Background: an optimization exercise with open tools, aiming at small area and few clock cycles per item. Do not read the settings as production practice. Only simulation tests tie the RTL to the original design; equivalence was not proved. No activity file was given, so power comes from the tool's default toggle rates.

===== design/flow/config.mk =====
export PLATFORM = sky130hd
export DESIGN_NAME = dnp_codec
export DESIGN_NICKNAME = dnp_codec
export VERILOG_FILES = /design/flow/design.v
export SDC_FILE = /design/flow/constraint.sdc
export NUM_CORES = 4
export LEC_CHECK = 0
export CAP_MARGIN = 5
export CORE_MARGIN = 2
export CORE_UTILIZATION = 65
export GPL_TIMING_DRIVEN = 0
export PLACE_DENSITY = 0.75
export SLEW_MARGIN = 5

===== design/flow/constraint.sdc =====
create_clock -name core_clock -period 10.0 [get_ports {clk}]
set_input_delay 2.0000 -clock core_clock [delete_from_list [all_inputs] [get_ports {clk}]]
set_output_delay 2.0000 -clock core_clock [all_outputs]
set_load 0.01 [all_outputs]

===== design/flow/design.v =====
module dnp_codec (
    input  wire        clk,
    input  wire        rst,         
    input  wire        req_valid,
    input  wire        req_write,
    input  wire [25:0] req_addr,
    input  wire [63:0] req_wdata,
    output reg         rsp_valid,
    output reg  [63:0] rsp_rdata
);
    localparam FRAME_MAX   = 64;
    localparam PAYLOAD_MAX = 36;
    localparam HDR_BYTES   = 28;
    localparam [7:0] A_CMD      = 8'h00, A_STATUS   = 8'h08, A_CTRL     = 8'h10,
                     A_CAP      = 8'h18, A_FLG_IN   = 8'h20, A_FLG_OUT  = 8'h28,
                     A_ADDR_IN  = 8'h30, A_ADDR_SVC = 8'h38, A_ADDR_CMP = 8'h40,
                     A_ADDR_RES = 8'h48, A_ADDR_TGT = 8'h50, A_PKT_ID   = 8'h58,
                     A_PKT_FLAGS= 8'h60, A_PKT_REQ  = 8'h68, A_PKT_RSP  = 8'h70,
                     A_PKT_DWS  = 8'h78, A_PKT_DWE  = 8'h80, A_PKT_PLEN = 8'h88,
                     A_PKT_PRES = 8'h90, A_IN_LEN   = 8'h98, A_OUT_LEN  = 8'hA0;
    localparam [3:0] OP_PACK = 4'h1, OP_UNPACK = 4'h2, OP_PARSE = 4'h3,
                     OP_SERIAL = 4'h4, OP_DECODE = 4'h5, OP_CLEAR = 4'h6;
    localparam [3:0] E_NONE = 4'd0, E_FLAGS_RANGE = 4'd1, E_LEN_RANGE = 4'd2,
                     E_MISSING = 4'd3, E_SHORT = 4'd4, E_OVERFLOW = 4'd5, E_BAD_CMD = 4'd6;
    reg [63:0] flg_in;
    reg [7:0]  flg_v;           
    reg        flg_hi;          
    reg [63:0] addr_in;
    reg [47:0] dec;             
    reg        dec_v;
    reg [63:0] pkt_id_n;        
    reg [7:0]  pkt_flags_n;
    reg [63:0] pkt_req_n, pkt_rsp_n, pkt_dws_n, pkt_dwe_n;
    reg [63:0] pkt_plen;
    reg        pres_id, pres_flags;
    reg [63:0] in_len;
    reg [6:0]  out_len;
    reg        st_done, st_sticky;
    reg [3:0]  st_code, st_last_op;
    reg        strict;
    reg [7:0] ibuf [0:FRAME_MAX-1];
    reg [7:0] obuf_n [0:FRAME_MAX-1];   
    reg [7:0] pbuf_n [0:PAYLOAD_MAX-1];  
    wire [1:0]  win     = req_addr[25:24];
    wire [7:0]  roff    = req_addr[7:0];
    wire        hi0     = (req_addr[23:8] == 16'd0);
    wire        lo_ok   = hi0 & (req_addr[7:6] == 2'd0);           
    wire        wr      = req_valid & req_write;
    wire        reg_wr  = wr & (win == 2'd0) & hi0;
    wire        cmd_wr  = reg_wr & (roff == A_CMD);
    wire        ibuf_wr = wr & (win == 2'd1) & lo_ok;
    wire        pbuf_wr = wr & (win == 2'd3) & lo_ok & (roff[5:0] < PAYLOAD_MAX);
    wire [3:0]  op      = req_wdata[3:0];
    wire        bad_cmd = (req_wdata[63:4] != 60'd0) | (op[3] | (op[2] & op[1] & op[0]));
    wire [6:0] n7          = in_len[6:0];
    wire       n_big       = (in_len[63:7] != 57'd0) | (n7 > 7'd64);
    wire       parse_short = strict & (n7 < HDR_BYTES);
    wire [5:0] p_plen      = (n7 > HDR_BYTES) ? 6'(n7 - HDR_BYTES) : 6'd0;
    wire ser_missing  = ~(pres_id & pres_flags);
    wire ser_len_err  = (pkt_plen[63:6] != 58'd0) | (pkt_plen[5:0] > PAYLOAD_MAX);
    wire ser_overflow = strict & ~(&{pkt_id_n[63:16], pkt_req_n[63:48], pkt_rsp_n[63:48],
                                     pkt_dws_n[63:48], pkt_dwe_n[63:48]});
    reg [3:0] cmd_err;
    always @(*) begin
        cmd_err = E_NONE;
        if (bad_cmd)
            cmd_err = E_BAD_CMD;
        else case (op)
            OP_UNPACK: if (flg_in[63:16] != 48'd0) cmd_err = E_FLAGS_RANGE;
            OP_PARSE: begin
                if (n_big)            cmd_err = E_LEN_RANGE;
                else if (parse_short) cmd_err = E_SHORT;
            end
            OP_SERIAL: begin
                if (ser_missing)       cmd_err = E_MISSING;
                else if (ser_len_err)  cmd_err = E_LEN_RANGE;
                else if (ser_overflow) cmd_err = E_OVERFLOW;
            end
            default: cmd_err = E_NONE;
        endcase
    end
    wire cmd_ok    = cmd_wr & (cmd_err == E_NONE);
    wire do_pack   = cmd_ok & (op == OP_PACK);
    wire do_unpack = cmd_ok & (op == OP_UNPACK);
    wire do_parse  = cmd_ok & (op == OP_PARSE);
    wire do_serial = cmd_ok & (op == OP_SERIAL);
    wire do_decode = cmd_ok & (op == OP_DECODE);
    wire do_clear  = cmd_ok & (op == OP_CLEAR);
    wire rc = rst | do_clear;
    wire [63:0] wdp = (rst | cmd_wr) ? 64'd0 : req_wdata;
    wire rw_ctrl  = reg_wr & (roff == A_CTRL);
    wire rw_flgin = reg_wr & (roff == A_FLG_IN);
    wire rw_adin  = reg_wr & (roff == A_ADDR_IN);
    wire rw_id    = reg_wr & (roff == A_PKT_ID);
    wire rw_flags = reg_wr & (roff == A_PKT_FLAGS);
    wire rw_req   = reg_wr & (roff == A_PKT_REQ);
    wire rw_rsp   = reg_wr & (roff == A_PKT_RSP);
    wire rw_dws   = reg_wr & (roff == A_PKT_DWS);
    wire rw_dwe   = reg_wr & (roff == A_PKT_DWE);
    wire rw_plen  = reg_wr & (roff == A_PKT_PLEN);
    wire rw_inlen = reg_wr & (roff == A_IN_LEN);
    reg [FRAME_MAX-1:0] psel;
    integer i;
    always @(*) begin
        for (i = 0; i < FRAME_MAX; i = i + 1)
            psel[i] = do_parse & (n7 > i);
    end
    always @(posedge clk) begin
        if (rw_ctrl | rc)  strict  <= wdp[0];
        if (rw_flgin | rc) flg_in  <= wdp;
        if (rw_adin | rc)  addr_in <= wdp;
        if (rw_inlen | rc) in_len  <= wdp;
    end
    always @(posedge clk) begin
        if (rc | do_pack | do_unpack) begin
            flg_v  <= ({8{do_pack}} & flg_in[7:0]) | ({8{do_unpack}} & flg_in[15:8]);
            flg_hi <= do_pack;
        end
    end
    always @(posedge clk) begin
        if (do_decode) dec <= addr_in[47:0];
        if (rc | do_decode) dec_v <= ~rc;
    end
    integer b;
    always @(posedge clk) begin
        if (rw_id | rc | do_parse) begin
            pkt_id_n[63:16] <= ~wdp[63:16];
            pkt_id_n[15:8]  <= ~(({8{psel[0]}} & ibuf[0]) | wdp[15:8]);
            pkt_id_n[7:0]   <= ~(({8{psel[1]}} & ibuf[1]) | wdp[7:0]);
        end
        if (rw_flags | rc | do_parse)
            pkt_flags_n <= ~(({8{psel[2]}} & ibuf[2]) | wdp[7:0]);
        if (rw_req | rc | do_parse) begin
            pkt_req_n[63:48] <= ~wdp[63:48];
            for (b = 0; b < 6; b = b + 1)
                pkt_req_n[8*(5-b) +: 8] <= ~(({8{psel[4+b]}} & ibuf[4+b]) | wdp[8*(5-b) +: 8]);
        end
        if (rw_rsp | rc | do_parse) begin
            pkt_rsp_n[63:48] <= ~wdp[63:48];
            for (b = 0; b < 6; b = b + 1)
                pkt_rsp_n[8*(5-b) +: 8] <= ~(({8{psel[10+b]}} & ibuf[10+b]) | wdp[8*(5-b) +: 8]);
        end
        if (rw_dws | rc | do_parse) begin
            pkt_dws_n[63:48] <= ~wdp[63:48];
            for (b = 0; b < 6; b = b + 1)
                pkt_dws_n[8*(5-b) +: 8] <= ~(({8{psel[16+b]}} & ibuf[16+b]) | wdp[8*(5-b) +: 8]);
        end
        if (rw_dwe | rc | do_parse) begin
            pkt_dwe_n[63:48] <= ~wdp[63:48];
            for (b = 0; b < 6; b = b + 1)
                pkt_dwe_n[8*(5-b) +: 8] <= ~(({8{psel[22+b]}} & ibuf[22+b]) | wdp[8*(5-b) +: 8]);
        end
        if (rw_plen | rc | do_parse) begin
            pkt_plen[63:6] <= wdp[63:6];
            pkt_plen[5:0]  <= ({6{do_parse}} & p_plen) | wdp[5:0];
        end
        if (rw_id | rc | do_parse)
            pres_id <= ~rc;
        if (rw_flags | rc | do_parse)
            pres_flags <= ~rc;
        if (rc | do_serial)
            out_len <= rc ? 7'd0 : 7'(pkt_plen[5:0] + HDR_BYTES);
    end
    always @(posedge clk) begin
        if (rst) begin
            st_done    <= 1'b0;
            st_sticky  <= 1'b0;
            st_code    <= 4'd0;
            st_last_op <= 4'd0;
        end else if (cmd_wr) begin
            st_done    <= 1'b1;
            st_last_op <= op;
            st_code    <= cmd_err;
            if (cmd_err != E_NONE)
                st_sticky <= 1'b1;
            else if (op == OP_CLEAR)
                st_sticky <= 1'b0;
        end
    end
    wire [8*HDR_BYTES-1:0] hdr_n = {pkt_id_n[15:0], pkt_flags_n, 8'hFF,
                                    pkt_req_n[47:0], pkt_rsp_n[47:0],
                                    pkt_dws_n[47:0], pkt_dwe_n[47:0]};
    integer k;
    always @(posedge clk) begin
        for (k = 0; k < FRAME_MAX; k = k + 1)
            if (ibuf_wr && roff[5:0] == k)
                ibuf[k] <= req_wdata[7:0];
        for (k = 0; k < PAYLOAD_MAX; k = k + 1)
            if ((pbuf_wr && roff[5:0] == k) || psel[HDR_BYTES + k])
                pbuf_n[k] <= ~(({8{psel[HDR_BYTES + k]}} & ibuf[HDR_BYTES + k]) | wdp[7:0]);
        for (k = 0; k < HDR_BYTES; k = k + 1)
            if (do_serial && k != 3)
                obuf_n[k] <= hdr_n[8*(HDR_BYTES-1-k) +: 8];
        for (k = 0; k < PAYLOAD_MAX; k = k + 1)
            if (do_serial && k < pkt_plen[5:0])
                obuf_n[HDR_BYTES + k] <= pbuf_n[k];
    end
    reg [1:0] r_win;
    reg [7:0] r_off;
    reg       r_ok;
    always @(posedge clk) begin
        rsp_valid <= req_valid & ~rst;
        r_win     <= win;
        r_off     <= roff;
        r_ok      <= (win == 2'd0) ? hi0 :
                     (win == 2'd3) ? (lo_ok & (roff[5:0] < PAYLOAD_MAX)) : lo_ok;
    end
    wire [15:0] d_svc = dec[47:32];
    wire [15:0] d_cmp = dec[31:16];
    wire [15:0] d_res = dec[15:0];
    wire [17:0] tgt = (d_res != 16'd0) ? {2'd3, d_res} :
                      (d_cmp != 16'd0) ? {2'd2, d_cmp} :
                      (d_svc != 16'd0) ? {2'd1, d_svc} : 18'd0;
    reg [63:0] rdata;
    always @(*) begin
        rdata = 64'd0;
        if (r_ok) case (r_win)
            2'd0: case (r_off)
                A_STATUS:    rdata = {52'd0, st_last_op, st_code, 1'b0, st_sticky, (st_code != 4'd0), st_done};
                A_CTRL:      rdata = {63'd0, strict};
                A_CAP:       rdata = {16'd0, 8'd1, 32'd64, 8'd28};
                A_FLG_IN:    rdata = flg_in;
                A_FLG_OUT:   rdata = flg_hi ? {48'd0, flg_v, 8'd0} : {56'd0, flg_v};
                A_ADDR_IN:   rdata = addr_in;
                A_ADDR_SVC:  rdata = dec_v ? {48'd0, d_svc} : 64'd0;
                A_ADDR_CMP:  rdata = dec_v ? {48'd0, d_cmp} : 64'd0;
                A_ADDR_RES:  rdata = dec_v ? {48'd0, d_res} : 64'd0;
                A_ADDR_TGT:  rdata = dec_v ? {46'd0, tgt} : 64'd0;
                A_PKT_ID:    rdata = ~pkt_id_n;
                A_PKT_FLAGS: rdata = {56'd0, ~pkt_flags_n};
                A_PKT_REQ:   rdata = ~pkt_req_n;
                A_PKT_RSP:   rdata = ~pkt_rsp_n;
                A_PKT_DWS:   rdata = ~pkt_dws_n;
                A_PKT_DWE:   rdata = ~pkt_dwe_n;
                A_PKT_PLEN:  rdata = pkt_plen;
                A_PKT_PRES:  rdata = {62'd0, pres_flags, pres_id};
                A_IN_LEN:    rdata = in_len;
                A_OUT_LEN:   rdata = {57'd0, out_len};
                default:     rdata = 64'd0;
            endcase
            2'd1: rdata = {56'd0, ibuf[r_off[5:0]]};
            2'd2: rdata = (r_off[5:0] == 6'd3) ? 64'd0 : {56'd0, ~obuf_n[r_off[5:0]]};
            2'd3: rdata = {56'd0, ~pbuf_n[r_off[5:0]]};
        endcase
    end
    always @(*) rsp_rdata = rdata;
endmodule

===== design/flow/flow/run.sh =====
#!/bin/bash
# Own flow: the standard layout (standard.sh) with these changes:
#  - synthesis maps the combinational logic with ABC's area-oriented mapper
#    followed by ABC's timing-driven buffering and sizing (flow/map.script),
#    instead of ORFS's abc_speed/abc_area script; the registers, their names
#    and cell types are the standard synthesis's (flip-flops are mapped
#    before ABC runs, and ABC only sees the combinational logic);
#  - port buffers are the smallest buffer cell (buf_1);
#  - CTS uses clkbuf_8 with sink clusters of at most 18 and no dummy loads.
# Each make step writes its own log under orfs/logs; make's output goes to
# make_finish.log.
set -euo pipefail
W=$(pwd)
export MY_ABC_SCRIPT=$W/flow/map.script
export BUFFER_PORTS_ARGS="-buffer_cell sky130_fd_sc_hd__buf_1"
export CTS_ARGS="-sink_clustering_enable -repair_clock_nets -dont_use_dummy_load -buf_list sky130_fd_sc_hd__clkbuf_8 -sink_clustering_size 18 -sink_clustering_max_diameter 50"
sed -E "s#SYNTH_SCRIPT=[^ ]+#SYNTH_SCRIPT=$W/flow/my_synth.tcl#" standard.sh > my_standard.sh
grep -q "SYNTH_SCRIPT=$W/flow/my_synth.tcl" my_standard.sh
bash my_standard.sh finish > make_finish.log 2>&1

===== design/flow/flow/map.script =====
strash
dch -f
amap
topo
stime -c
buffer -c
upsize -c
dnsize -c

===== design/flow/flow/my_synth.tcl =====
# synth_recipe.tcl with one change: ABC maps the combinational logic with
# the script in $::env(MY_ABC_SCRIPT) instead of ORFS's abc_area/abc_speed.
proc synth {args} { yosys synth -nofsm -noshare {*}$args }
set fh [open $::env(SCRIPTS_DIR)/synth.tcl r]
set synth_txt [read $fh]
close $fh
set abc_old {log_cmd abc {*}$abc_args}
if {[string first $abc_old $synth_txt] < 0} { error "abc call not found in synth.tcl" }
set synth_txt [string map [list $abc_old {log_cmd abc {*}[lreplace $abc_args 1 1 $::env(MY_ABC_SCRIPT)]}] $synth_txt]
eval $synth_txt
# left out here: clear keep_hierarchy, flatten, clean up, hide names made inside functions, write 1_2_yosys.v

===== design/flow/standard.sh =====
#!/bin/bash
# synth_recipe.tcl (not shown) runs the flow's synth.tcl, then flattens the netlist and writes it again
# the make line also repeats each setting of config.mk as NAME=value (left out here)
make -C /OpenROAD-flow-scripts/flow DESIGN_CONFIG=/design/flow/config.mk WORK_HOME=/design/flow/orfs CLKGATE_MAP_FILE= SYNTH_SCRIPT=/design/flow/synth_recipe.tcl "${@:-finish}"

==> results of run 1 <==
[routing by layer]
| layer | vias up | wire, um |
|---|---|---|
| li1 | 22500 | - |
| met1 | 31300 | 112000 |
| met2 | 9376 | 141000 |
| met3 | 2455 | 92100 |
| met4 | 96 | 34000 |
| met5 | - | 3060 |
[registers in the layout, indices dropped and copies added, names as in the netlist, 48 cells and up]
name / flops
in_len: 64
pkt_rsp_n: 64
ibuf: 512
pkt_id_n: 64
dec: 48
pkt_dwe_n: 64
obuf_n: 504
pbuf_n: 288
addr_in: 64
pkt_plen: 64
flg_in: 64
pkt_dws_n: 64
pkt_req_n: 64
[worst register-to-register path: stages (launching register included)]
cell and delay (ns):
edfxtp_1 0.46, clkbuf_1 0.49, inv_1 0.64, ha_1 0.41, nand2_1 0.12, nor2_1 0.59, o211ai_1 0.20, nor4_2 0.21
buf_4 0.23, nor2_1 0.06, nor3_1 0.25, nand2b_1 0.10, nor2_1 0.27, nand3_1 0.13, nor2_1 1.07, inv_2 0.42
buf_2 0.41, o211ai_1 0.47, buf_4 0.39, buf_4 0.26, buf_4 0.23, buf_4 0.22, buf_4 0.22
[area by class of cell]
class / instances / area, um^2 / share of cell area, %
Antenna cell: 83 / 208 / 0.243
Buffer: 288 / 1140 / 1.33
Clock buffer: 157 / 2160 / 2.53
Inverter: 257 / 965 / 1.13
Multi-Input combinational cell: 2785 / 17500 / 20.5
Sequential cell: 1977 / 59200 / 69.3
Tap cell: 1612 / 2020 / 2.36
Timing Repair Buffer: 287 / 2240 / 2.63
[layout by cell type, fill, tap and decap left out, types with 15 or more instances in the layout]
cell type,count
edfxtp_1,1956
a21oi_1,486
nor2_1,350
a22oi_1,245
inv_1,226
clkbuf_1,214
nand2_1,205
a222oi_1,200
buf_1,187
nand4_1,158
clkbuf_8,157
a31oi_1,136
nand3_1,115
o22ai_1,85
diode_2,83
nor4_1,76
o21ai_0,63
a221oi_1,59
buf_4,59
nor3_1,49
o221ai_1,49
or3_1,46
a22o_1,40
a2111oi_0,37
nor2_2,35
or4_1,35
nor2b_1,34
buf_2,31
o21ai_1,30
buf_8,25
o211ai_1,24
o22a_1,23
o2111ai_1,23
o21a_1,21
dfxtp_1,21
buf_12,18
clkinv_1,16
inv_2,15
clkbuf_2,15
[kinds of logic (layout without fill, tap and decap cells)]
family / Yosys count / in the layout / synth area share [%]
AOI/OAI and AO/OA: 1608 / 1608 / 14.4
other: 0 / 83 / 0
DFF: 1977 / 1977 / 75.4
and+or+nand+nor: 1168 / 1168 / 7.44
adders and majority gates: 9 / 9 / 0.144
buffers and inverters: 545 / 989 / 2.65
[what timing repair did]
action,4_1_cts,5_1_grt
endpoints found under the hold margin,0,0
setup buffers,0,0
gates resized for setup,1,4
endpoints found under the setup margin,43,43
[power by group through the flow]
stage	logic [W]	registers (W)	clock network, W
3_5_place_dp	0.000764	0.00970	0
4_1_cts	0.000768	0.00951	0.00386
6_report	0.000884	0.00957	0.00402
2_1_floorplan	0.000297	0.00958	0
3_3_place_gp	0.000697	0.00973	0
5_1_grt	0.000831	0.00954	0.00411
[through the flow]
stage / setup WS (ns) / power [W] / instances / utilization (%)
3_5_place_dp: 0.744 / 0.0105 / 7204 / 69.2
6_report: -0.522 / 0.0145 / 7446 / 71.3
5_1_grt: 0.0201 / 0.0145 / 7383 / 71.1
3_3_place_gp: -7.03 / 0.0104 / 7077 / 67.7
4_1_cts: 0.0508 / 0.0141 / 7361 / 71.0
2_1_floorplan: 0.361 / 0.00987 / 5307 / -
[synthesized netlist by cell type, types with 79 or more instances]
master    number
nand3_1      115
a31oi_1      138
edfxtp_1    1956
o21ai_0       85
a222oi_1     200
o22ai_1       85
nand4_1      158
inv_1        226
nor4_1        79
a22oi_1      245
a21oi_1      487
clkbuf_1     229
nand2_1      205
nor2_1       369
[final timing paths]
path,start,endpoint,slack (ns),depth (start not counted)
max,r_off[2],rsp_rdata[7],-0.52,15
min,pbuf_n[6][1],obuf_n[34][1],0.43,0
max reg2reg,in_len[2],pkt_id_n[32],1.85,22
min reg2reg,pbuf_n[6][1],obuf_n[34][1],0.43,0
==> summary.txt, run 1 <==
Run status
  – Status: complete, but fails checks
  – Blocking Checks: max-capacitance violations, max-slew violations, negative setup slack

Route
  – DRT iter0 DRCs: about 20k
  – DRC errors left: 0
  – WL/cell: 51.4 um
  – Remaining antenna violation count after routing: 0
  – Via Count: 65.8k
  – DR pass1 iterations: 33
  – Via-per-instance ratio: 8.83
  – Final WL: 383,000 um

Setup path
  – Kind of critical path: reg2out
  – CP endpoint kind: output port
  – Critical path peak fanout: 10
  – Cell mode on critical path: clkbuf_1
  – Critical Path, Cell by Cell: clkbuf_1, clkinv_1, nand4_1, nor2_2, buf_16, clkbuf_1, clkbuf_1, a222oi_1, nand4_1, nor4_1, a31oi_1, o21ai_0, o22ai_1, nor2b_1, buf_1
  – Slowest CP cell: nor4_1
  – Type of origin of the critical path: register
  – Required time of the critical path: 8.00 ns
  – Worst path top cell family by delay: simple AND/OR/NAND/NOR gates
  – CP max stage delay: 1.41 ns
  – Crit path arrival time: approximately 8.5 ns
  – Worst path bufs/invs: 6

Power
  – Maximum vdd drop: about 0.00016 V
  – Combinational share of power: 6.1%
  – Clock network fraction of total power: between 20% and 30%
  – Net Sw Frac: between 20% and 30%
  – Total leakage power: 27.3 nW
  – NetSw: 0.00358 W
  – Reg power frac: 66.1%
  – Internal power: 0.0109 W
  – Pwr dens: 169 mW/mm^2

Clocking
  – Number of buffers created by CTS: 157
  – Clock sink total: 1,977
  – Worst-path clk slew: between 0.1 and 0.15 ns
  – Root buffer cell: clkbuf_8
  – TritonCTS clock tree: built
  – # H-tree levels: 4
  – Hold_buf cts: 0
  – CTS max path bufs: 3
  – Clk Latency, worst-skew pair: 1.04 ns

Place
  – Port Buffer Count: approximately 160
  – RD Place Congestion: 1.15
  – DP HPWL: 290,000 um
  – DP Area: 0.0829 mm^2

Global routing
  – Total gr overflow: 0
  – Initial antenna violation count: 62
  – Met3 usage: a little under half
  – Global Route Usage Sum: 61.2%
  – Met2 usage: between 70% and 80%
  – Vias in the first global route: 57.0k
  – Met1 track demand over resource: between 70% and 80%
  – Largest net degree at the start of global routing: 40
  – First-pass GRT wire length: 489,000 um
  – Most Crowded Layer GR: met2

Timing
  – Minimum clock period: 10.52 ns
  – Crit share post-route: 105%
  – Slew @ Worst Pin: 1.69 ns
  – Unrepaired setup endpoints after global routing: no
  – Skew final: 0.113 ns
  – Final hold violations: 0
  – Slew Limit Headroom: -13.0%
  – Final setup fails: 48
  – Hold WS: 0.425 ns
  – Max Freq: 0.0950 GHz
  – Setup TNS: -12.15 ns
  – Worst setup margin: -0.522 ns
  – Count of pins over their slew limit: between 200 and 250

Synth
  – Gate Count Post-Synth: 5,307
  – Synth Register Bits: 1,977
  – Async S/R FF share, synth: 0%
  – Main synth FF type: edfxtp_1
  – Yosys warnings: 4
  – Synth cell types: 71
  – Top-area cell type share of the netlist area: 74.9%
  – Area contributors post-synth: edfxtp_1 75%, a21oi_1 3.1%, a222oi_1 2.6%
  – Syn avg cell area: 14.8 um^2
  – EDFF count, synth: 1,956
  – Synthesized Nets: around 5.4k
  – Most area-hungry cell type in the Yosys netlist: edfxtp_1
  – Sequential area share after synthesis: 75.4%
  – Cell area after synthesis: ~0.078 mm^2

Min path
  – Hold Crit Class: reg2reg

Die
  – Rows: 127
  – # IOs: 159
  – DIE AREA: between 0.1 and 0.15 mm^2
  – Die width: 351 um
  – Starting Density: approximately two thirds
  – Core area: 0.120 mm^2
  – Die Ht: 351 um

Layout
  – Post-route cell area: 0.0854 mm^2
  – Post-layout net count: between 5k and 6k
  – Layout cells sized above 1: 7.76%
  – Fillers: 7,972
  – Synth-to-Final Area Change: 8.81%

Job
  – Max_cap viols: 25
Testbench counts, summed over its fixed seeds: cycles 45,046, accesses 45,046.
==> run 2, diff against run 1 <==
--- a/design/flow/design.v
+++ b/design/flow/design.v
@@ -38,7 +38,13 @@
     reg        st_done, st_sticky;
     reg [3:0]  st_code, st_last_op;
     reg        strict;
-    reg [7:0] ibuf [0:FRAME_MAX-1];
+    reg        big_flg, big_inlen, big_plen, big_id, big_req, big_rsp, big_dws, big_dwe;
+    reg [7:0] ibt [0:FRAME_MAX/2-1];
+    reg [7:0] ibn [0:FRAME_MAX/2-1];
+    reg       phase;
+    reg       pend_ib, pend_parse;
+    reg [7:0] pdata;
+    reg [4:0] pj;
     reg [7:0] obuf_n [0:FRAME_MAX-1];   
     reg [7:0] pbuf_n [0:PAYLOAD_MAX-1];  
     wire [1:0]  win     = req_addr[25:24];
@@ -50,23 +56,33 @@
     wire        cmd_wr  = reg_wr & (roff == A_CMD);
     wire        ibuf_wr = wr & (win == 2'd1) & lo_ok;
     wire        pbuf_wr = wr & (win == 2'd3) & lo_ok & (roff[5:0] < PAYLOAD_MAX);
-    wire [3:0]  op      = req_wdata[3:0];
-    wire        bad_cmd = (req_wdata[63:4] != 60'd0) | (op[3] | (op[2] & op[1] & op[0]));
+    wire [3:0]  op_in   = req_wdata[3:0];
+    wire        bad_in  = (req_wdata[63:4] != 60'd0) | (op_in[3] | (op_in[2] & op_in[1] & op_in[0]));
+    wire        ib_def  = ibuf_wr & (roff[0] == phase);
+    wire        p_def   = cmd_wr & ~bad_in & (op_in == OP_PARSE) & phase;
+    wire        cmd_x   = (cmd_wr & ~p_def) | pend_parse;
+    wire [3:0]  op      = pend_parse ? OP_PARSE : op_in;
+    wire        bad_cmd = bad_in & ~pend_parse;
+    wire [7:0]  ibuf [0:FRAME_MAX-1];
+    genvar gi;
+    for (gi = 0; gi < FRAME_MAX/2; gi = gi + 1) begin : g_ib
+        assign ibuf[2*gi]     = ibt[gi];
+        assign ibuf[2*gi + 1] = ibn[gi];
+    end
     wire [6:0] n7          = in_len[6:0];
-    wire       n_big       = (in_len[63:7] != 57'd0) | (n7 > 7'd64);
+    wire       n_big       = big_inlen | (n7 > 7'd64);
     wire       parse_short = strict & (n7 < HDR_BYTES);
     wire [5:0] p_plen      = (n7 > HDR_BYTES) ? 6'(n7 - HDR_BYTES) : 6'd0;
     wire ser_missing  = ~(pres_id & pres_flags);
-    wire ser_len_err  = (pkt_plen[63:6] != 58'd0) | (pkt_plen[5:0] > PAYLOAD_MAX);
-    wire ser_overflow = strict & ~(&{pkt_id_n[63:16], pkt_req_n[63:48], pkt_rsp_n[63:48],
-                                     pkt_dws_n[63:48], pkt_dwe_n[63:48]});
+    wire ser_len_err  = big_plen | (pkt_plen[5:0] > PAYLOAD_MAX);
+    wire ser_overflow = strict & (big_id | big_req | big_rsp | big_dws | big_dwe);
     reg [3:0] cmd_err;
     always @(*) begin
         cmd_err = E_NONE;
         if (bad_cmd)
             cmd_err = E_BAD_CMD;
         else case (op)
-            OP_UNPACK: if (flg_in[63:16] != 48'd0) cmd_err = E_FLAGS_RANGE;
+            OP_UNPACK: if (big_flg) cmd_err = E_FLAGS_RANGE;
             OP_PARSE: begin
                 if (n_big)            cmd_err = E_LEN_RANGE;
                 else if (parse_short) cmd_err = E_SHORT;
@@ -79,7 +95,7 @@
             default: cmd_err = E_NONE;
         endcase
     end
-    wire cmd_ok    = cmd_wr & (cmd_err == E_NONE);
+    wire cmd_ok    = cmd_x & (cmd_err == E_NONE);
     wire do_pack   = cmd_ok & (op == OP_PACK);
     wire do_unpack = cmd_ok & (op == OP_UNPACK);
     wire do_parse  = cmd_ok & (op == OP_PARSE);
@@ -87,7 +103,7 @@
     wire do_decode = cmd_ok & (op == OP_DECODE);
     wire do_clear  = cmd_ok & (op == OP_CLEAR);
     wire rc = rst | do_clear;
-    wire [63:0] wdp = (rst | cmd_wr) ? 64'd0 : req_wdata;
+    wire [63:0] wdp = (rst | cmd_x | cmd_wr) ? 64'd0 : req_wdata;
     wire rw_ctrl  = reg_wr & (roff == A_CTRL);
     wire rw_flgin = reg_wr & (roff == A_FLG_IN);
     wire rw_adin  = reg_wr & (roff == A_ADDR_IN);
@@ -105,6 +121,19 @@
         for (i = 0; i < FRAME_MAX; i = i + 1)
             psel[i] = do_parse & (n7 > i);
     end
+    wire or_hi  = |wdp[63:48];
+    wire or_mid = |wdp[47:16];
+    wire or_lo  = |wdp[15:7];
+    always @(posedge clk) begin
+        if (rw_flgin | rc) big_flg   <= or_hi | or_mid;
+        if (rw_inlen | rc) big_inlen <= or_hi | or_mid | or_lo;
+        if (rw_plen | rc | do_parse) big_plen <= or_hi | or_mid | or_lo | wdp[6];
+        if (rw_id | rc | do_parse)   big_id   <= or_hi | or_mid;
+        if (rw_req | rc | do_parse)  big_req  <= or_hi;
+        if (rw_rsp | rc | do_parse)  big_rsp  <= or_hi;
+        if (rw_dws | rc | do_parse)  big_dws  <= or_hi;
+        if (rw_dwe | rc | do_parse)  big_dwe  <= or_hi;
+    end
     always @(posedge clk) begin
         if (rw_ctrl | rc)  strict  <= wdp[0];
         if (rw_flgin | rc) flg_in  <= wdp;
@@ -167,7 +196,7 @@
             st_sticky  <= 1'b0;
             st_code    <= 4'd0;
             st_last_op <= 4'd0;
-        end else if (cmd_wr) begin
+        end else if (cmd_x) begin
             st_done    <= 1'b1;
             st_last_op <= op;
             st_code    <= cmd_err;
@@ -180,11 +209,27 @@
     wire [8*HDR_BYTES-1:0] hdr_n = {pkt_id_n[15:0], pkt_flags_n, 8'hFF,
                                     pkt_req_n[47:0], pkt_rsp_n[47:0],
                                     pkt_dws_n[47:0], pkt_dwe_n[47:0]};
+    wire [7:0] wbus = pend_ib ? pdata : req_wdata[7:0];
     integer k;
     always @(posedge clk) begin
-        for (k = 0; k < FRAME_MAX; k = k + 1)
-            if (ibuf_wr && roff[5:0] == k)
-                ibuf[k] <= req_wdata[7:0];
+        for (k = 0; k < FRAME_MAX/2; k = k + 1) begin
+            ibn[k] <= ibt[k];
+            if ((ibuf_wr && !ib_def && roff[5:1] == k) || (pend_ib && pj == k))
+                ibt[k] <= wbus;
+            else
+                ibt[k] <= ibn[k];
+        end
+    end
+    always @(posedge clk) begin
+        phase      <= ~rst & ~phase;
+        pend_ib    <= ~rst & ib_def;
+        pend_parse <= ~rst & p_def;
+        if (ib_def) begin
+            pdata <= req_wdata[7:0];
+            pj    <= roff[5:1];
+        end
+    end
+    always @(posedge clk) begin
         for (k = 0; k < PAYLOAD_MAX; k = k + 1)
             if ((pbuf_wr && roff[5:0] == k) || psel[HDR_BYTES + k])
                 pbuf_n[k] <= ~(({8{psel[HDR_BYTES + k]}} & ibuf[HDR_BYTES + k]) | wdp[7:0]);
@@ -199,7 +244,7 @@
     reg [7:0] r_off;
     reg       r_ok;
     always @(posedge clk) begin
-        rsp_valid <= req_valid & ~rst;
+        rsp_valid <= ~rst & ((req_valid & ~ib_def & ~p_def) | pend_ib | pend_parse);
         r_win     <= win;
         r_off     <= roff;
         r_ok      <= (win == 2'd0) ? hi0 :
@@ -238,7 +283,7 @@
                 A_OUT_LEN:   rdata = {57'd0, out_len};
                 default:     rdata = 64'd0;
             endcase
-            2'd1: rdata = {56'd0, ibuf[r_off[5:0]]};
+            2'd1: rdata = {56'd0, (r_off[0] == phase) ? ibt[r_off[5:1]] : ibn[r_off[5:1]]};
             2'd2: rdata = (r_off[5:0] == 6'd3) ? 64'd0 : {56'd0, ~obuf_n[r_off[5:0]]};
             2'd3: rdata = {56'd0, ~pbuf_n[r_off[5:0]]};
         endcase
==> design/flow/flow/run.sh (replaced) <==
#!/bin/bash
# Own flow: the standard layout (standard.sh) with these changes:
#  - synthesis maps the combinational logic with ABC (structural choices,
#    the area-recovering &nf mapper)
#    then ABC's timing-driven buffering and sizing (flow/map.script),
#    instead of ORFS's abc_speed/abc_area script; the registers, their names
#    and cell types are the standard synthesis's (flip-flops are mapped
#    before ABC runs, and ABC only sees the combinational logic);
#  - port buffers are the smallest buffer cell (buf_1);
#  - CTS uses clkbuf_8 with sink clusters of at most 18 and no dummy loads;
#  - after global routing, one more repair_design with wider margins
#    (flow/post_grt.tcl), so the layout keeps its slew and capacitance limits
#    after detailed routing.
# Each make step writes its own log under orfs/logs; make's output goes to
# make_finish.log.
set -euo pipefail
W=$(pwd)
export MY_ABC_SCRIPT=$W/flow/map.script
export BUFFER_PORTS_ARGS="-buffer_cell sky130_fd_sc_hd__buf_1"
export CTS_ARGS="-sink_clustering_enable -repair_clock_nets -dont_use_dummy_load -buf_list sky130_fd_sc_hd__clkbuf_8 -sink_clustering_size 18 -sink_clustering_max_diameter 50"
export POST_GLOBAL_ROUTE_TCL=$W/flow/post_grt.tcl
sed -E "s#SYNTH_SCRIPT=[^ ]+#SYNTH_SCRIPT=$W/flow/my_synth.tcl#" standard.sh > my_standard.sh
grep -q "SYNTH_SCRIPT=$W/flow/my_synth.tcl" my_standard.sh
bash my_standard.sh finish > make_finish.log 2>&1
==> design/flow/flow/map.script (replaced) <==
strash
&get -n
&st
&syn2
&dch -f
&nf -R 1000 -p -C 32
&put
topo
stime -c
buffer -c
upsize -c
dnsize -c
==> design/flow/flow/post_grt.tcl (new file) <==
# Runs at the end of ORFS's global route step (POST_GLOBAL_ROUTE_TCL): one more
# repair_design with wider margins than the step's own, so that the slews and
# capacitances still meet the limits after detailed routing and antenna diodes;
# then the incremental placement/route clean-up the step itself uses, and the
# route guides written again for detailed routing.
log_cmd estimate_parasitics -global_routing
log_cmd repair_design -slew_margin 35 -cap_margin 35 -verbose
log_cmd global_route -start_incremental
log_cmd detailed_placement
log_cmd global_route -end_incremental \
  -congestion_report_file $::env(REPORTS_DIR)/congestion_post_bench_repair.rpt
log_cmd estimate_parasitics -global_routing
report_check_types -max_slew -max_capacitance -violators
report_worst_slack -max
report_worst_slack -min
write_guides $::env(RESULTS_DIR)/route.guide
==> design/flow/config.mk (replaced) <==
export PLATFORM = sky130hd
export DESIGN_NAME = dnp_codec
export DESIGN_NICKNAME = dnp_codec
export VERILOG_FILES = /design/flow/design.v
export SDC_FILE = /design/flow/constraint.sdc
export NUM_CORES = 4
export LEC_CHECK = 0
export CAP_MARGIN = 20
export CORE_MARGIN = 2
export CORE_UTILIZATION = 45
export GPL_TIMING_DRIVEN = 0
export PLACE_DENSITY = 0.6
export SETUP_SLACK_MARGIN = 1.5
export SLEW_MARGIN = 20
==> run 2 against run 1 <==
Compared with the run above: the run now finishes clean; clock-buffer cell count is 28 higher; flip-flop and latch count grew 24; synthesized cell count increased by 7.9%; first-iteration DRC count fell by 11%; cell count rose by 14%; utilization is 20 points lower; worst setup slack improved by 1.6 ns; hold slack got worse by 0.081 ns; via count increased by 0.85%; critical path depth decreased by 2.
==> summary.txt, run 2 <==
Min path
  – Hold Crit Class: reg2reg
  – Hold Crit Start: ibt[25][0]

Timing
  – Final hold violations: 0
  – Slew @ Worst Pin: roughly 1.1 ns
  – Worst setup margin: 1.04 ns
  – Max Freq: between 0.1 and 0.15 GHz
  – Final setup fails: 0
  – Count of pins over their slew limit: 0
  – Skew final: 0.124 ns
  – Crit share post-route: between 80 and 90%
  – Minimum clock period: 8.96 ns
  – Slew Limit Headroom: 24.3%

Synth
  – Gate Count Post-Synth: ~5.7k
  – Async S/R FF share, synth: 0%
  – Sequential area share after synthesis: between 70% and 80%
  – Synth Register Bits: 2,001
  – Most area-hungry cell type in the Yosys netlist: edfxtp_1
  – Syn avg cell area: about 13 um^2
  – EDFF count, synth: 1,465
  – Top-area cell type share of the netlist area: 58.1%
  – Main synth FF type: edfxtp_1
  – Most instantiated cells after synthesis: 1,465 x edfxtp_1, 793 x a21oi_1, 536 x dfxtp_1
  – Synthesized Nets: 5,831
  – Cell area after synthesis: 0.0757 mm^2
  – Yosys warnings: 5
  – Area contributors post-synth: edfxtp_1 58%, dfxtp_1 14%, a21oi_1 5.2%
  – Most frequent cell after synthesis: edfxtp_1
  – Synth cell types: 78

Clocking
  – Hold_buf cts: 0
  – Total setup buffers inserted after CTS: 0
  – # H-tree levels: 4
  – Number of buffers created by CTS: 185
  – Clock sink total: between 2k and 2.5k
  – TritonCTS clock tree: built
  – Clk Latency, worst-skew pair: 1.08 ns
  – Root buffer cell: clkbuf_8
  – Post-CTS sizing: 42
  – Worst-path clk slew: ~0.12 ns
  – CTS max path bufs: 3

Setup path
  – CP endpoint kind: output port
  – Critical Path, Cell by Cell: clkbuf_2, nor2b_1, nand2_1, nor2_2, clkbuf_1, a222oi_1, nand4_1, nor4_1, nand4_1, o21ai_0, a222oi_1, a211oi_1, buf_1
  – Required time of the critical path: 8.00 ns
  – Launch point of the worst path: r_off[3]
  – Type of origin of the critical path: register
  – Worst path bufs/invs: 3
  – Crit path arrival time: 6.96 ns
  – Worst path top cell family by delay: simple AND/OR/NAND/NOR gates
  – CP max stage delay: 0.88 ns
  – Slowest CP cell: nor2_2
  – Critical path peak fanout: 10
  – R2r startpoint: pkt_plen[2]
  – Kind of critical path: reg2out

Power
  – Final Power: 0.0148 W
  – Maximum vdd drop: 0.000158 V
  – Pwr dens: 174 mW/mm^2
  – Total leakage power: 27.9 nW

Layout
  – Commonest non-fill, non-tap cell in the layout: edfxtp_1
  – Post-layout net count: 6,312
  – Number of flip-flops in the largest register: 504
  – Fillers: 14.6k
  – Largest regs: obuf_n x504, pbuf_n x288
  – Layout cells sized above 1: a little over a tenth
  – Commonest non-fill, non-tap cells in the layout: 1,465 x edfxtp_1, 768 x a21oi_1, 533 x dfxtp_1, 450 x nand2_1, 403 x nor2_1
  – Top reg by flops: obuf_n
  – Synth-to-Final Area Change: 12.1%

Place
  – RD Place Congestion: 1.21
  – Port Buffer Count: 158
  – DP HPWL: 396,000 um
  – Setup Slack @ Placement: 1.15 ns

Die
  – Die width: approximately 410 um
  – # IOs: 159
  – Rows: 150
  – Starting Density: 45.3%
  – DIE AREA: 0.172 mm^2
  – Core area: 0.167 mm^2
  – Die Ht: 414 um

Global routing
  – Total gr overflow: 0
  – First-pass GRT wire length: 603,000 um
  – Met3 usage: 37.6%
  – Met2 usage: between 60% and 70%
  – Most Crowded Layer GR: met2
  – Met1 track demand over resource: about two thirds
  – Vias in the first global route: 57.3k
  – Largest net degree at the start of global routing: 33
  – Global Route Usage Sum: 55.0%
  – Initial antenna violation count: 112

Run status
  – Status: no timing/DRC/antenna violations

Route
  – Remaining antenna violation count after routing: 0
  – DR pass1 iterations: 12
  – Via Count: 66.3k
  – WL/cell: 57.1 um
  – Final WL: approximately 500,000 um
  – DRC errors left: 0
  – DRT iter0 DRCs: 17.9k
  – Via-per-instance ratio: 7.80

Job
  – Max_cap viols: 0
==> run 2: changes by cell type after synthesis, sizes merged, moves of 41 or more <==
cell / delta
a21oi: +306
a221oi: +53
a31oi: -100
clkbuf: +66
dfxtp: +515
edfxtp: -491
inv: -172
nand2: +245
nand3: -58
nand4: -41
nor2: +75
o21ai: +151
==> run 2: routing by layer <==
layer  up-vias  share of wire, %
li1      23500                 -
met5         -              0.23
met2      8079                36
met4        59               8.8
met3      1668                20
met1     33000                34
==> run 2: cells by family after synthesis <==
| logic type | after synthesis | share of synthesized area, % |
|---|---|---|
| multiplexers | 8 | 0.106 |
| AO/OA/AOI/OAI | 1947 | 17.0 |
| flip-flops | 2001 | 72.3 |
| adder cells (fa/ha/maj) | 9 | 0.149 |
| AND/OR/NAND/NOR | 1354 | 8.34 |
| XOR/XNOR | 5 | 0.0579 |
| buffers and inverters | 404 | 2.09 |
==> run 2: final timing paths <==
path / to / slack [ns] / cells after the start
worst min register to register: ibn[25][0] / 0.34 / 0
worst min-delay path: ibn[25][0] / 0.34 / 0
worst max-delay path: rsp_rdata[0] / 1.04 / 13
worst max register to register: obuf_n[53][3] / 3.27 / 14
==> run 2: power by group <==
part / switching, W / internal, W
Sequential: 0.000282 / 0.00913
Clock: 0.00281 / 0.00164
Combinational: 0.000717 / 0.000195
Total: 0.00381 / 0.0110
==> run 2: final cells by class <==
type                       count  area (um^2)  share of cell area, %
inverter                      70          267                  0.314
timing repair buffer         294         2610                   3.08
antenna                       91          228                  0.268
multi-input combinational   3323        20300                   23.9
buffer                       334         1450                   1.70
clock buffer                 185         2550                   3.00
sequential                  2001        54700                   64.5
tap                         2204         2760                   3.25
==> run 2: worst register-to-register path: stages, from the launching register on <==
cell and delay (ns):
edfxtp_1 0.96, ha_1 0.45, nor2b_1 0.64, nand2_1 0.13, a31oi_1 0.65, a31oi_1 0.18
nor2_1 0.23, nand3_2 0.16, nand2b_4 0.22, or2_2 0.48, clkinvlp_4 0.40, nand2_1 0.32
inv_1 0.50, o21ai_0 0.39, a41oi_2 0.63
==> run 2: metrics by stage <==
step	util (%)	setup TNS, ns	hold WS (ns)	cells	cell area [um^2]
after floorplan	-	0	0.346	5728	75700
after global placement	47.3	-3638.31	0.358	8090	79100
after detailed placement	48.7	0	0.362	8204	81400
after CTS	50.4	0	0.347	8389	84100
final	50.8	0	0.344	8502	84900
Testbench counts of run 2, summed over its fixed seeds: cycles 45,333, accesses 45,046.
==> run 3, diff against run 2 <==
--- a/design/flow/flow/run.sh
+++ b/design/flow/flow/run.sh
@@ -7,7 +7,7 @@
 #    and cell types are the standard synthesis's (flip-flops are mapped
 #    before ABC runs, and ABC only sees the combinational logic);
 #  - port buffers are the smallest buffer cell (buf_1);
-#  - CTS uses clkbuf_8 with sink clusters of at most 18 and no dummy loads;
+#  - CTS uses clkbuf_8 with sink clusters of at most 14 and no dummy loads;
 #  - after global routing, one more repair_design with wider margins
 #    (flow/post_grt.tcl), so the layout keeps its slew and capacitance limits
 #    after detailed routing.
@@ -17,7 +17,7 @@
 W=$(pwd)
 export MY_ABC_SCRIPT=$W/flow/map.script
 export BUFFER_PORTS_ARGS="-buffer_cell sky130_fd_sc_hd__buf_1"
-export CTS_ARGS="-sink_clustering_enable -repair_clock_nets -dont_use_dummy_load -buf_list sky130_fd_sc_hd__clkbuf_8 -sink_clustering_size 18 -sink_clustering_max_diameter 50"
+export CTS_ARGS="-sink_clustering_enable -repair_clock_nets -dont_use_dummy_load -buf_list sky130_fd_sc_hd__clkbuf_8 -sink_clustering_size 14 -sink_clustering_max_diameter 40"
 export POST_GLOBAL_ROUTE_TCL=$W/flow/post_grt.tcl
 sed -E "s#SYNTH_SCRIPT=[^ ]+#SYNTH_SCRIPT=$W/flow/my_synth.tcl#" standard.sh > my_standard.sh
 grep -q "SYNTH_SCRIPT=$W/flow/my_synth.tcl" my_standard.sh
--- a/design/flow/config.mk
+++ b/design/flow/config.mk
@@ -7,8 +7,8 @@
 export LEC_CHECK = 0
 export CAP_MARGIN = 20
 export CORE_MARGIN = 2
-export CORE_UTILIZATION = 45
+export CORE_UTILIZATION = 50
 export GPL_TIMING_DRIVEN = 0
-export PLACE_DENSITY = 0.6
+export PLACE_DENSITY = 0.62
 export SETUP_SLACK_MARGIN = 1.5
 export SLEW_MARGIN = 20
==> run 3 against run 2 <==
Compared with the run above: area after synthesis is the same; hold slack lost 0.015 ns; routed wire length shrank 5.3%; clock skew grew 0.0046 ns; critical endpoint unchanged; maximum frequency shrank 1.8%; worst setup slack lost 0.17 ns; die area shrank 9.9%; still clean on timing, DRC and antenna; critical path depth shrank 3.
==> summary.txt, run 3 <==
Route
  – DRC errors left: 0
  – WL/cell: 54.9 um
  – DRT iter0 DRCs: 17.5k
  – Final WL: 460,000 um
  – DR pass1 iterations: 12
  – Remaining antenna violation count after routing: 0
  – Via-per-instance ratio: just over 8
  – Via Count: 67.7k

Synth
  – Synth Register Bits: 2,001
  – Main combinational cell family by area after synthesis: compound AO/OA/AOI/OAI gates
  – Syn avg cell area: 13.2 um^2
  – Most area-hungry cell type in the Yosys netlist: edfxtp_1
  – Compound-Gate Fraction of Synth Area: 17.0%
  – Async S/R FF share, synth: 0%
  – Synthesized Nets: 5,831
  – Post-synthesis mux area share: 0.106%
  – Post-synthesis simple-gate area fraction: 8.34%
  – Sequential area share after synthesis: 72.3%
  – Post-Synth Adder-Cell Area: 0.149%
  – Most frequent cell after synthesis: edfxtp_1
  – Most instantiated cells after synthesis: 1,465 x edfxtp_1, 793 x a21oi_1, 536 x dfxtp_1
  – EDFF count, synth: 1,465
  – Cell area after synthesis: around 0.076 mm^2
  – Top-area cell type share of the netlist area: 58.1%
  – Main synth FF type: edfxtp_1
  – Area contributors post-synth: edfxtp_1 58%, dfxtp_1 14%, a21oi_1 5.2%
  – Yosys warnings: 5
  – Xor/xnor share of the synthesized area: 0.0578%
  – Gate Count Post-Synth: 5,728
  – Synth cell types: 78

Timing
  – Slew Limit Headroom: between 20% and 30%
  – Final setup fails: 0
  – Max Freq: 0.110 GHz
  – Slew @ Worst Pin: between 1 and 1.5 ns
  – Minimum clock period: about 9.1 ns
  – Crit share post-route: 91.3%
  – Count of pins over their slew limit: 0
  – Skew final: around 0.13 ns
  – Final hold violations: 0
  – Worst setup margin: 0.874 ns

Layout
  – Commonest non-fill, non-tap cells in the layout: 1,465 x edfxtp_1, 766 x a21oi_1, 533 x dfxtp_1, 450 x nand2_1, 410 x nor2_1
  – Post-layout net count: ~6.4k
  – Synth-to-Final Area Change: 12.3%
  – Commonest non-fill, non-tap cell in the layout: edfxtp_1
  – Multi-input logic area: 0.0201 mm^2
  – Layout cells sized above 1: 10.6%
  – Register area: between 0.05 and 0.06 mm^2
  – Number of flip-flops in the largest register: 504
  – Top reg by flops: obuf_n
  – Largest regs: obuf_n x504, pbuf_n x288
  – Fillers: 12.2k

Setup path
  – Worst path top cell family by delay: simple AND/OR/NAND/NOR gates
  – Slowest CP cell: nor4_2
  – Crit path arrival time: 7.13 ns
  – Required time of the critical path: 8.00 ns
  – CP endpoint kind: output port
  – Worst path bufs/invs: 2
  – Cell mode on critical path: a222oi_1
  – FF-to-FF path depth: 17
  – Type of origin of the critical path: register
  – R2r startpoint: pkt_plen[2]
  – Critical path peak fanout: 10
  – Kind of critical path: reg2out
  – Reg2reg end: obuf_n[53][4]
  – R2R setup slack: 2.43 ns
  – Critical Path, Cell by Cell: clkbuf_2, or2_2, nor2_1, a222oi_1, nand4_1, nor4_2, o221ai_1, a222oi_1, a211oi_1, buf_1
  – CP max stage delay: 0.94 ns

Power
  – Reg power frac: 61.9%
  – Net Sw Frac: approximately 25%
  – Total leakage power: 28.0 nW
  – Clock network fraction of total power: 32.3%
  – Internal power: approximately 0.011 W
  – Final Power: 0.0152 W
  – Pwr dens: around 180 mW/mm^2
  – NetSw: roughly 0.0038 W
  – Combinational share of power: 5.8%
  – Maximum vdd drop: 0.000130 V

Clocking
  – Hold_buf cts: 0
  – Clock sink total: 2,001
  – CTS max path bufs: 3
  – Worst-path clk slew: ~0.1 ns
  – Post-CTS sizing: 24
  – Clk Latency, worst-skew pair: 1.01 ns
  – TritonCTS clock tree: built
  – Total setup buffers inserted after CTS: 0
  – Root buffer cell: clkbuf_8
  – # H-tree levels: 4
  – Number of buffers created by CTS: around 240

Place
  – RD Place Congestion: around 1.2
  – DP HPWL: around 370,000 um
  – Port Buffer Count: between 150 and 200
  – Setup Slack @ Placement: between 0.8 and 0.9 ns

Global routing
  – Total gr overflow: 0
  – First-pass GRT wire length: ~570,000 um
  – Initial antenna violation count: 93
  – Vias in the first global route: 57.4k
  – Largest net degree at the start of global routing: 33
  – Global Route Usage Sum: 58.2%

Die
  – Starting Density: 50.4%
  – Core area: 0.150 mm^2
  – Die width: 393 um
  – DIE AREA: 0.155 mm^2
  – # IOs: 159
  – Rows: 142
  – Die Ht: a little under 400 um

Min path
  – Hold Path Depth: 0
  – Hold Crit Start: ibt[30][5]
  – Hold Crit Class: reg2reg
  – Min-Delay Endpoint: ibn[30][5]

Run status
  – Status: no timing/DRC/antenna violations

Job
  – Max_cap viols: 0
[run 3: how the worst max path moves through the flow]
| stage | startpoint | cells past startpoint | slack (ns) | to |
|---|---|---|---|---|
| after detailed placement | req_wdata[3] | 18 | 0.87 | obuf_n[52][5] |
| after global placement | req_addr[3] | 7 | -4.75 | pkt_req_n[54] |
| final | r_off[2] | 10 | 0.87 | rsp_rdata[0] |
| after floorplan | req_addr[17] | 6 | 1.63 | big_id |
| after CTS | r_off[1] | 12 | 1.50 | rsp_rdata[6] |
[run 3: metal layers]
| layer | part of all wire, % | vias up | GRT usage [%] |
|---|---|---|---|
| li1 | - | 23600 | - |
| met1 | 33 | 33000 | 68.5 |
| met2 | 36 | 8841 | 70.1 |
| met3 | 22 | 2117 | 45.0 |
| met4 | 9.3 | 83 | 38.9 |
| met5 | 0.55 | - | 12.5 |
[run 3: cell type report]
class / count / share of cell area [%]
inverter: 70 / 0.314
sequential: 2001 / 64.4
tap: 2016 / 2.97
timing repair buffer: 284 / 2.78
buffer: 334 / 1.68
clock buffer: 237 / 3.84
multi-input combinational: 3323 / 23.7
antenna: 117 / 0.344
[run 3: power groups by stage]
stage	combinational, W	sequential [W]	clock (W)
3_5_place_dp	0.000780	0.00954	0
6_report	0.000882	0.00941	0.00492
2_1_floorplan	0.000320	0.00940	0
4_1_cts	0.000786	0.00936	0.00478
3_3_place_gp	0.000717	0.00957	0
[run 3: through the flow]
step	util, %	hold WS (ns)	cells	instance area, um^2	setup TNS [ns]
after floorplan	-	0.346	5728	75700	0
after global placement	52.5	0.358	7902	78800	-3460.07
after detailed placement	53.8	0.360	7996	80700	0
after CTS	56.0	0.327	8233	84000	0
final	56.6	0.329	8382	85000	0
[run 3: logic make-up (layout without fill, tap and decap cells)]
logic type	count (synthesis)	count (layout)
compound gates	1947	1947
xor+xnor	5	5
fa+ha+maj	9	9
buf+inv	404	925
flops	2001	2001
mux	8	8
other cells	0	117
simple gates	1354	1354

==> separate check: timing with driven ports <==
In the flow no input, the clock included, has a driving cell. The finished layouts below were timed again as built, in two steps. Step 1: set_driving_cell puts a clkbuf_16 on clk and a buf_2 on each other input, an assumption about the parent block. Step 2 moves the port delays by t, midway between the first and last clock arrival at a register: inputs arrive t later, outputs are due t later. That takes back most of the time a late clock gives input paths. a / b / c = ideal ports / drivers / drivers and shift; a / b = the first two.
| run | shift t [ns] | setup slack, ns | worst register clock-pin slew, ns | cell pins on the clock port's net |
|---|---|---|---|---|
| run 1 | 1.069 | -0.522 / -0.608 / -0.066 | 0.12 / 0.12 | 1 |
| run 2 | 1.116 | 1.042 / 0.952 / 1.575 | 0.12 / 0.12 | 1 |
| run 3 | 1.045 | 0.874 / 0.781 / 0.679 | 0.10 / 0.10 | 1 |
For run 3, which loses most, drivers alone change the setup slack by -0.093 ns; drivers and shift together by -0.195 ns.
